What follows belongs to an exercise in optimizing a design on an open flow for small area, a short achievable clock period and few clock cycles per item; a production flow would make more cautious choices.
Only simulation tests tie the RTL to the original design; equivalence was not proved.
Power and IR drop assume default switching activity.

run 1:
==> flow/design.v (excerpt) <==
module tdes_core (
  input  wire         clk,
  input  wire         rst,
  input  wire         cmd_valid,
  output wire         cmd_ready,
  input  wire [1:0]   cmd_op,
  input  wire [167:0] cmd_key,
  input  wire [63:0]  cmd_data,
  output reg          out_valid,
  output reg  [63:0]  out_data
);
Settings: LEC_CHECK=0, ABC_AREA=1, CAP_MARGIN=20, CORE_MARGIN=2, CORE_UTILIZATION=40, CTS_BUF_LIST=sky130_fd_sc_hd__clkbuf_16, CTS_CLUSTER_DIAMETER=100, CTS_CLUSTER_SIZE=30, SETUP_SLACK_MARGIN=3.0, SLEW_MARGIN=20, TNS_END_PERCENT=10; clock period 5.0 ns.
standard.sh (not shown) runs the stock make flow with config.mk's settings and CLKGATE_MAP_FILE= SYNTH_SCRIPT=/design/flow/synth_recipe.tcl, a recipe that flattens the netlist after the stock synthesis.
==> flow/flow/run.sh <==
#!/bin/bash
# Standard layout, but the port buffers are the smallest buffer cell.
set -euo pipefail
export BUFFER_PORTS_ARGS="-buffer_cell sky130_fd_sc_hd__buf_1"
bash standard.sh finish > standard_flow.log 2>&1
Testbench counts of run 1, summed over its fixed seeds: cycles 146,392, blocks 4,205.
Here is what was changed in the inputs of run 2 compared with run 1.
diff --git a/flow/config.mk b/flow/config.mk
--- a/flow/config.mk
+++ b/flow/config.mk
@@ -8 +7,0 @@
-export ABC_AREA = 1
@@ -12,4 +11,2 @@
-export CTS_BUF_LIST = sky130_fd_sc_hd__clkbuf_16
-export CTS_CLUSTER_DIAMETER = 100
-export CTS_CLUSTER_SIZE = 30
-export SETUP_SLACK_MARGIN = 3.0
+export CTS_BUF_LIST = sky130_fd_sc_hd__clkbuf_8
+export SETUP_SLACK_MARGIN = 2.7
@@ -17 +14 @@
-export TNS_END_PERCENT = 10
+export TNS_END_PERCENT = 5
A timing startpoint of the critical path of stage[0] is what run 1 shows, while D[3] belongs to run 2.
The commonest non-fill, non-tap cell in the layout comes out nand2_1 in one run and buf_1 in the other, namely in run 1 and run 2 respectively.
Between run 2 and run 1, it is run 2 whose worst hold slack is higher, by 0.014 ns.
On run 2: worst setup slack is 0.39 ns lower than what run 1 gave.
Initial DRC count: run 2 < run 1
Inputs modified between run 2 and run 3:
diff --git a/flow/config.mk b/flow/config.mk
--- a/flow/config.mk
+++ b/flow/config.mk
@@ -10 +10 @@
-export CORE_UTILIZATION = 40
+export CORE_UTILIZATION = 60
@@ -12 +12 @@
-export SETUP_SLACK_MARGIN = 2.7
+export SETUP_SLACK_MARGIN = 2.5
@@ -14 +13,0 @@
-export TNS_END_PERCENT = 5
Notes after the runs:
- Post-CTS resize count in run 3 vs run 2: up 34%
- Power density of the placed cells, run 3 and run 2: lower on run 2
- Maximum frequency of run 2 is on par with run 3.
- Against run 2, run 3 comes in 5.8% higher on total chip power.
- met4 as the highest layer used for signal routing was reported by run 3, and met5 by run 2.
- In the metrics for run 3 and run 2, the one carrying the lower cell depth of the worst flop-to-flop path is run 2.
- Clock network power for run 3: about 8% down relative to run 2
- Comparing layout buffer count excluding clock buffers for run 3 and run 2, the smaller number came from run 2.
- When run 3 is set beside run 2, its routed metal-1 wirelength turns out to be about 9% smaller.
The inputs of run 4 differ from those of run 3 as listed below.
diff --git a/flow/config.mk b/flow/config.mk
--- a/flow/config.mk
+++ b/flow/config.mk
@@ -10 +10 @@
-export CORE_UTILIZATION = 60
+export CORE_UTILIZATION = 40
@@ -11,0 +12,2 @@
+export CTS_CLUSTER_DIAMETER = 80
+export CTS_CLUSTER_SIZE = 20
Notes after the runs:
- Having completed the whole flow, run 4 delivered a layout that passed the timing, DRC and antenna checks.
- Die area | run 4 > run 3
- Run 4 against run 3: per-cell via count in the routed design went down about 9%; clock buffer instance count of the final layout has decreased; count of TritonRoute iterations in the first routing pass decreased by 1 relative to the old numbers.
- Summary of run 4 over run 3: sequential share of layout area comparable, routed wire length on met2 now sits higher, count of multi-input combinational gates neither gained nor lost much, total detailed-routing wirelength rose 4.8%.
[inputs] run 5 vs run 4
diff --git a/flow/config.mk b/flow/config.mk
--- a/flow/config.mk
+++ b/flow/config.mk
@@ -7,0 +8 @@
+export ABC_AREA = 1
@@ -12,3 +13 @@
-export CTS_CLUSTER_DIAMETER = 80
-export CTS_CLUSTER_SIZE = 20
-export SETUP_SLACK_MARGIN = 2.5
+export SETUP_SLACK_MARGIN = 3.0
@@ -15,0 +15 @@
+export TNS_END_PERCENT = 10
Notes after the runs:
- The run with more routed wire is run 5, not run 4.
- Post-placement worst setup slack sits higher in run 5 than in run 4.
- The higher worst hold slack of run 4 and run 5 is in run 4.
- Run 5 vs run 4, dominant combinational cell family by area after synthesis: simple AND/OR/NAND/NOR gates vs compound AO/OA/AOI/OAI gates
- Area of all sequential standard cells, run 4 and run 5: higher on run 4
- Re peak fanout along the critical path: run 5 is 2 down on run 4.
- Sequential share of layout area (higher): run 5
- Higher ratio of final minimum period to clock period goes to run 4 over run 5.
- Switching power as a share of total power ended up 5.8 points higher on run 5 than on run 4.
- Worst setup slack on run 5 is ahead of run 4.

re-timing with driven ports:
Ports are ideal in the flow. The routed layouts listed here were re-timed in OpenROAD. Step 1, drivers: a clkbuf_16 drives clk and a buf_2 each remaining input, both assumed. Step 2 also shifts input and output timing later by t, the mid clock arrival at the registers, as if the neighbouring blocks saw the same clock. a / b / c = no drivers / after step 1 / after step 2; a / b = the first two.
run	shift t [ns]	setup slack, ns	worst setup path at the end	worst slew at a driven data input, ns
run 1	0.592	2.696 / 2.696 / 2.332	input to register	0.06
run 2	0.683	2.305 / 2.305 / 2.130	input to register	0.10
run 3	0.640	2.308 / 2.308 / 1.847	input to register	0.06
run 4	0.661	2.347 / 2.347 / 2.036	input to register	0.05
run 5	0.673	2.732 / 2.680 / 2.331	input to register	0.06
After both steps every run listed still meets setup and hold. The setup slack of run 3, which loses most, moves by 0.000 ns with the drivers and by -0.461 ns with both steps.
